Background: an optimization exercise with open tools, aiming at small area, a short achievable clock period and few clock cycles per item. Do not read the settings as production practice. The RTL was checked by simulation tests, not by an equivalence proof against the original design. No activity file was given, so power comes from the tool's default toggle rates.

==> 03-10 <==
==> flow/design.v <==
module cmp_leaf2 (
    input  wire [1:0] a,
    input  wire [1:0] nb,
    output wire       g,
    output wire       h
);
    wire ng1 = ~(a[1] & nb[1]);
    wire nh1 = ~(a[1] | nb[1]);
    wire ng0 = ~(a[0] & nb[0]);
    wire nh0 = ~(a[0] | nb[0]);
    assign g = ~(ng1 & (nh1 | ng0));
    assign h = ~(ng1 & (nh1 | nh0));
endmodule
module cmp_leaf1 (
    input  wire a,
    input  wire nb,
    output wire g,
    output wire h
);
    assign g = a & nb;
    assign h = a | nb;
endmodule
module cmp_node4 (
    input  wire [3:0] g,
    input  wire [3:0] h,
    output wire       go,
    output wire       ho
);
    wire ng0 = ~(g[1] | (h[1] & g[0]));
    wire nh0 = ~(g[1] | (h[1] & h[0]));
    wire ng1 = ~(g[3] | (h[3] & g[2]));
    wire nh1 = ~(g[3] | (h[3] & h[2]));
    assign go = ~(ng1 & (nh1 | ng0));
    assign ho = ~(ng1 & (nh1 | nh0));
endmodule
module cmp_node2n (
    input  wire [1:0] g,
    input  wire [1:0] h,
    output wire       ngo,
    output wire       nho
);
    assign ngo = ~(g[1] | (h[1] & g[0]));
    assign nho = ~(g[1] | (h[1] & h[0]));
endmodule
module mag_cmp (
    input  wire [62:0] a,
    input  wire [62:0] nb,
    output wire        ngt,
    output wire        nge
);
    wire [31:0] g1, h1;
    wire [7:0]  g2, h2;
    wire [1:0]  g3, h3;
    genvar k;
    generate
        for (k = 0; k < 31; k = k + 1) begin : g_l
            cmp_leaf2 u (.a(a[2*k+1:2*k]), .nb(nb[2*k+1:2*k]), .g(g1[k]), .h(h1[k]));
        end
        cmp_leaf1 u_top (.a(a[62]), .nb(nb[62]), .g(g1[31]), .h(h1[31]));
        for (k = 0; k < 8; k = k + 1) begin : g_n2
            cmp_node4 u (.g(g1[4*k+3:4*k]), .h(h1[4*k+3:4*k]), .go(g2[k]), .ho(h2[k]));
        end
        for (k = 0; k < 2; k = k + 1) begin : g_n3
            cmp_node4 u (.g(g2[4*k+3:4*k]), .h(h2[4*k+3:4*k]), .go(g3[k]), .ho(h3[k]));
        end
    endgenerate
    cmp_node2n u_fin (.g(g3), .h(h3), .ngo(ngt), .nho(nge));
endmodule
module det_classifier (
    input  wire         clk,
    input  wire         rst,
    input  wire         in_valid,
    output wire         in_ready,
    input  wire [639:0] in_power,
    output reg          out_valid,
    output reg          out_hit,
    output reg  [3:0]   out_channel,
    output reg  [63:0]  out_max,
    output reg  [63:0]  out_lmed
);
    localparam N = 10;
    assign in_ready = 1'b1;
    wire [63:0]  p [0:N-1];
    wire [62:0]  np [0:N-1];
    wire [N-1:0] nan, zero;
    genvar g, h;
    generate
        for (g = 0; g < N; g = g + 1) begin : g_in
            assign p[g]    = in_power[64*g +: 64];
            assign np[g]   = ~in_power[64*g +: 63];
            assign nan[g]  = (p[g][62:52] == 11'h7ff) && (p[g][51:0] != 52'd0);
            assign zero[g] = (p[g][62:0] == 63'd0);
        end
    endgenerate
    wire gt [0:N-1][0:N-1];
    generate
        for (g = 0; g < N; g = g + 1) begin : g_row
            assign gt[g][g] = 1'b0;
            for (h = g + 1; h < N; h = h + 1) begin : g_col
                wire nmgt, nmge;
                mag_cmp u_cmp (.a(p[g][62:0]), .nb(np[h]), .ngt(nmgt), .nge(nmge));
                wire mgt = ~nmgt, mge = ~nmge;
                wire ok = !nan[g] && !nan[h] && !(zero[g] && zero[h]);
                wire sg = p[g][63], sh = p[h][63];
                assign gt[g][h] = ok && (sg != sh ? sh : (sg ? !mge : mgt));
                assign gt[h][g] = ok && (sg != sh ? sg : (sg ? mgt : !mge));
            end
        end
    endgenerate
    reg clr [0:N-1][0:N-1];
    integer a, b;
    always @* begin
        for (a = 0; a < N; a = a + 1)
            for (b = 0; b < N; b = b + 1)
                clr[a][b] = 1'b0;
        for (a = 0; a < N; a = a + 1) begin
            if (a + 1 < N) clr[a][a+1] = 1'b1;
            for (b = a + 2; b < N; b = b + 1)
                clr[a][b] = clr[a][b-1] && !nan[b-1];
        end
    end
    reg bef [0:N-1][0:N-1];
    always @* begin
        for (a = 0; a < N; a = a + 1)
            for (b = 0; b < N; b = b + 1)
                if (b < a)      bef[a][b] = !(clr[b][a] && gt[b][a]);
                else if (b > a) bef[a][b] = clr[a][b] && gt[a][b];
                else            bef[a][b] = 1'b0;
    end
    reg [N-1:0] sel4, sel9;
    reg [8:0]   v;
    reg [4:0]   c1;             
    reg [5:0]   c2;             
    integer     k9, q;
    always @* begin
        for (a = 0; a < N; a = a + 1) begin
            k9 = 0;
            for (b = 0; b < N; b = b + 1)
                if (b != a) begin
                    v[k9] = bef[a][b];
                    k9 = k9 + 1;
                end
            c1 = 5'b00001;
            for (q = 0; q < 4; q = q + 1)
                c1 = v[q] ? {c1[3:0], 1'b0} : c1;
            c2 = 6'b000001;
            for (q = 4; q < 9; q = q + 1)
                c2 = v[q] ? {c2[4:0], 1'b0} : c2;
            sel4[a] = (c1[0] & c2[4]) | (c1[1] & c2[3]) | (c1[2] & c2[2]) |
                      (c1[3] & c2[1]) | (c1[4] & c2[0]);
            sel9[a] = &v;
        end
    end
    reg [63:0] lmed, mx;
    always @* begin
        lmed = 64'd0;
        mx   = 64'd0;
        for (a = 0; a < N; a = a + 1) begin
            lmed = lmed | ({64{sel4[a]}} & p[a]);
            mx   = mx   | ({64{sel9[a]}} & p[a]);
        end
    end
    reg [N-1:0] match;
    reg [3:0]   credit;
    always @* begin
        for (a = 0; a < N; a = a + 1) begin
            match[a] = 1'b0;
            for (b = 0; b < N; b = b + 1)
                if (sel9[b]) begin
                    if (b == a) match[a] = match[a] | !nan[a];
                    else match[a] = match[a] | (!nan[a] && !nan[b] &&
                                                !gt[a][b] && !gt[b][a]);
                end
        end
        credit = 4'd0;
        for (a = N - 1; a >= 0; a = a - 1)
            if (match[a]) credit = a[3:0];
    end
    reg [3:0] credit_q;
    always @(posedge clk) begin
        if (rst) out_valid <= 1'b0;
        else     out_valid <= in_valid;
        out_max  <= mx;
        out_lmed <= lmed;
        credit_q <= credit;
    end
    wire        sl  = out_lmed[63];
    wire [10:0] el  = out_lmed[62:52];
    wire        lsub = (el == 11'd0);
    wire [52:0] ml  = {!lsub, out_lmed[51:0]};
    wire [55:0] pr  = {3'd0, ml} + {1'b0, ml, 2'b00};      
    wire        ge55 = ml >= 53'h1999999999999a;
    wire        ge54 = ml >= 53'h0ccccccccccccd;
    wire        ge53 = ml >= 53'h06666666666667;
    wire [11:0] el2  = {1'b0, el} + 12'd2;
    wire [11:0] el3  = {1'b0, el} + 12'd3;
    reg  [51:0] tq;
    reg  [11:0] tf;
    reg         guard, sticky, lsb;
    always @* begin
        if (ge55) begin
            tq = pr[54:3]; guard = pr[2]; sticky = |pr[1:0]; lsb = pr[3];
            tf = lsub ? 12'd4 : el3;
        end else if (ge54) begin
            tq = pr[53:2]; guard = pr[1]; sticky = pr[0];    lsb = pr[2];
            tf = lsub ? 12'd3 : el2;
        end else if (ge53) begin
            tq = pr[52:1]; guard = pr[0]; sticky = 1'b0;     lsb = pr[1];
            tf = 12'd2;
        end else begin
            tq = pr[51:0]; guard = 1'b0;  sticky = 1'b0;     lsb = pr[0];
            tf = {11'd0, pr[52]};
        end
    end
    wire        rnd  = guard & (sticky | lsb);
    wire [63:0] tpat = {tf, tq};
    wire        ovf  = (tf >= 12'h7ff);                      
    wire [63:0] mpat = {1'b0, out_max[62:0]};
    wire [63:0] mdec = mpat - 64'd1;
    wire ng0, nge0;
    mag_cmp u_hit (.a(mpat[62:0]), .nb(~tpat[62:0]), .ngt(ng0), .nge(nge0));
    wire g0  = ng0 == 1'b0;                        
    wire eq0 = ng0 && !nge0;                       
    wire eq1 = (mdec == tpat);                     
    wire mag_gt = ovf ? 1'b0 : (rnd ? (g0 & !eq1) : g0);
    wire mag_eq = ovf ? (out_max[62:52] == 11'h7ff) : (rnd ? eq1 : eq0);
    wire m_nan  = (out_max[62:52] == 11'h7ff) && (out_max[51:0] != 52'd0);
    wire l_nan  = (el == 11'h7ff) && (out_lmed[51:0] != 52'd0);
    wire both_0 = (out_max[62:0] == 63'd0) && (out_lmed[62:0] == 63'd0);
    always @* begin
        if (m_nan || l_nan || both_0)
            out_hit = 1'b0;
        else if (out_max[63] != sl)
            out_hit = sl;
        else if (!out_max[63])
            out_hit = mag_gt;
        else
            out_hit = !mag_gt && !mag_eq;
        out_channel = out_hit ? credit_q : 4'd0;
    end
endmodule
==> flow/run.sh <==
#!/bin/bash
# synth_recipe.tcl (not shown) runs the flow's synth.tcl, then flattens the netlist and writes it again
# the make line also repeats each setting of config.mk as NAME=value (left out here)
make -C /OpenROAD-flow-scripts/flow DESIGN_CONFIG=/design/flow/config.mk WORK_HOME=/design/flow/orfs CLKGATE_MAP_FILE= SYNTH_SCRIPT=/design/flow/synth_recipe.tcl finish
==> flow/config.mk <==
export PLATFORM = sky130hd
export DESIGN_NAME = det_classifier
export DESIGN_NICKNAME = det_classifier
export VERILOG_FILES = /design/flow/design.v
export SDC_FILE = /design/flow/constraint.sdc
export NUM_CORES = 4
export LEC_CHECK = 0
export CAP_MARGIN = 40
export CELL_PAD_IN_SITES_DETAIL_PLACEMENT = 1
export CELL_PAD_IN_SITES_GLOBAL_PLACEMENT = 2
export CORE_MARGIN = 2
export CORE_UTILIZATION = 25
export PLACE_DENSITY = 0.35
export SETUP_SLACK_MARGIN = 4
export SLEW_MARGIN = 30
export SYNTH_HIERARCHICAL = 1
export SYNTH_MINIMUM_KEEP_SIZE = 0
==> flow/constraint.sdc <==
create_clock -name core_clock -period 12.0 [get_ports {clk}]
set_input_delay 2.4000 -clock core_clock [delete_from_list [all_inputs] [get_ports {clk}]]
set_output_delay 2.4000 -clock core_clock [all_outputs]
set_load 0.01 [all_outputs]
==> inputs of 11-19, as changes to 03-10 <==
==> flow/design.v, changed modules only <==
module g_nand2 (input wire a, input wire b, output wire y);
    assign y = ~(a & b);
endmodule
module g_nor2 (input wire a, input wire b, output wire y);
    assign y = ~(a | b);
endmodule
module g_oai21 (input wire a1, input wire a2, input wire b, output wire y);
    assign y = ~((a1 | a2) & b);
endmodule
module cmp_leaf2 (
    input  wire [1:0] a,
    input  wire [1:0] nb,
    output wire       g,
    output wire       h
);
    wire ng1, nh1, ng0, nh0;
    g_nand2 u0 (.a(a[1]), .b(nb[1]), .y(ng1));
    g_nor2  u1 (.a(a[1]), .b(nb[1]), .y(nh1));
    g_nand2 u2 (.a(a[0]), .b(nb[0]), .y(ng0));
    g_nor2  u3 (.a(a[0]), .b(nb[0]), .y(nh0));
    g_oai21 u4 (.a1(nh1), .a2(ng0), .b(ng1), .y(g));    
    g_oai21 u5 (.a1(nh1), .a2(nh0), .b(ng1), .y(h));
endmodule
==> flow/flow/run.sh (new file) <==
#!/bin/bash
# The standard layout (the standard.sh: standard synthesis, ORFS
# floorplan to finish), with the port buffers that global placement adds
# made plain buf_2 cells instead of the clkdlybuf4s50_1 delay cells that
# buffer_ports picks by default (slower and twice the area). Every port still gets its own buffer.
set -euo pipefail
export BUFFER_PORTS_ARGS="-buffer_cell sky130_fd_sc_hd__buf_2"
bash standard.sh finish > standard_flow.log 2>&1
==> flow/standard.sh (new file) <==
#!/bin/bash
# synth_recipe.tcl (not shown) runs the flow's synth.tcl, then flattens the netlist and writes it again
# the make line also repeats each setting of config.mk as NAME=value (left out here)
make -C /OpenROAD-flow-scripts/flow DESIGN_CONFIG=/design/flow/config.mk WORK_HOME=/design/flow/orfs CLKGATE_MAP_FILE= SYNTH_SCRIPT=/design/flow/synth_recipe.tcl "${@:-finish}"
removed: flow/run.sh
==> inputs of 12-27, as changes to 03-10 <==
==> flow/design.v, changed modules only <==
module g_nand2 (input wire a, input wire b, output wire y);
    assign y = ~(a & b);
endmodule
module g_nor2 (input wire a, input wire b, output wire y);
    assign y = ~(a | b);
endmodule
module g_oai21 (input wire a1, input wire a2, input wire b, output wire y);
    assign y = ~((a1 | a2) & b);
endmodule
module cmp_leaf2 (
    input  wire [1:0] a,
    input  wire [1:0] nb,
    output wire       g,
    output wire       h
);
    wire ng1, nh1, ng0, nh0;
    g_nand2 u0 (.a(a[1]), .b(nb[1]), .y(ng1));
    g_nor2  u1 (.a(a[1]), .b(nb[1]), .y(nh1));
    g_nand2 u2 (.a(a[0]), .b(nb[0]), .y(ng0));
    g_nor2  u3 (.a(a[0]), .b(nb[0]), .y(nh0));
    g_oai21 u4 (.a1(nh1), .a2(ng0), .b(ng1), .y(g));    
    g_oai21 u5 (.a1(nh1), .a2(nh0), .b(ng1), .y(h));
endmodule
==> flow/flow/run.sh (new file) <==
#!/bin/bash
# The standard layout (the standard.sh: standard synthesis, ORFS
# floorplan to finish), with the port buffers that global placement adds
# made plain buf_2 cells instead of the clkdlybuf4s50_1 delay cells that
# buffer_ports picks by default (slower and twice the area). Every port still gets its own buffer.
set -euo pipefail
export BUFFER_PORTS_ARGS="-buffer_cell sky130_fd_sc_hd__buf_2"
bash standard.sh finish > standard_flow.log 2>&1
==> flow/standard.sh (new file) <==
#!/bin/bash
# synth_recipe.tcl (not shown) runs the flow's synth.tcl, then flattens the netlist and writes it again
# the make line also repeats each setting of config.mk as NAME=value (left out here)
make -C /OpenROAD-flow-scripts/flow DESIGN_CONFIG=/design/flow/config.mk WORK_HOME=/design/flow/orfs CLKGATE_MAP_FILE= SYNTH_SCRIPT=/design/flow/synth_recipe.tcl "${@:-finish}"
--- a/flow/config.mk
+++ b/flow/config.mk
@@ -7,3 +7,3 @@
 export LEC_CHECK = 0
-export CAP_MARGIN = 40
+export CAP_MARGIN = 20
 export CELL_PAD_IN_SITES_DETAIL_PLACEMENT = 1
@@ -14,3 +14,3 @@
 export SETUP_SLACK_MARGIN = 4
-export SLEW_MARGIN = 30
+export SLEW_MARGIN = 20
 export SYNTH_HIERARCHICAL = 1
removed: flow/run.sh
==> flow_summary.yaml <==
critical_path:
  cp.arrival_ns: 6.09
global_route:
  grt_pass1_vias: 120900
layout:
  nMultiInputCombCells: 14780
  buf_share_pct: 9.324
  inverters: 649
pwr:
  p_comb_share_pct: 87.0
  pg_seq_mw: 0.962
  power_combinational_mw: 11.1
sta:
  post-route-min-period_ns: 8.491
status:
  outcome: "timing/DRC/antenna clean"
[end of results for 11-19]
==> flow_summary.yaml <==
pwr:
  pg_seq_mw: 0.994
  p_comb_share_pct: 89.4
layout:
  nMultiInputCombCells: 14790
  inverters: 743
  buf_share_pct: 16.32
status:
  outcome: "timing/DRC/antenna clean"
sta:
  post-route-min-period_ns: 8.598
critical_path:
  cp.arrival_ns: 6.20
global_route:
  grt_pass1_vias: 133800
[end of results for 03-10]
==> flow_summary.yaml <==
status:
  outcome: "timing/DRC/antenna clean"
global_route:
  grt_pass1_vias: 120200
layout:
  buf_share_pct: 7.477
  nMultiInputCombCells: 14790
pwr:
  pg_seq_mw: 0.992
[end of results for 12-27]
Testbench counts of 03-10, summed over its fixed seeds: cycles 2,408, items 2,400.
Testbench counts of 11-19, summed over its fixed seeds: cycles 2,408, items 2,400.
Testbench counts of 12-27, summed over its fixed seeds: cycles 2,408, items 2,400.

## port drivers added, routing unchanged
The flow's constraints put no driver on any port. The routed layouts listed below were extracted and timed again, unchanged, in two steps.
Step 1 sets driving cells, clkbuf_16 on the clock port and buf_2 on the other inputs (assumed; they add their load-dependent delay and slew).
Step 2 adds t to the input delays and takes it off the output delays; t is the mean of the earliest and latest rising clock arrival at the registers after step 1. Input paths then give back, and output paths get back, about the clock's delay inside the block.
Three values: ideal ports, drivers, drivers and shift; two values: the first two.
| run | t, ns | setup WS [ns] | hold WS [ns] |
|---|---|---|---|
| 03-10 | 0.700 | 3.402 / 3.300 / 3.130 | 2.345 / 2.269 / 2.969 |
| 11-19 | 0.667 | 3.510 / 3.422 / 3.062 | 1.954 / 1.893 / 2.560 |
| 12-27 | 0.706 | 3.303 / 3.216 / 2.993 | 1.920 / 1.860 / 2.566 |
After both steps setup and hold are still met in every run listed. The setup slack of 11-19, which loses most, moves by -0.088 ns with the drivers and by -0.448 ns with both steps.
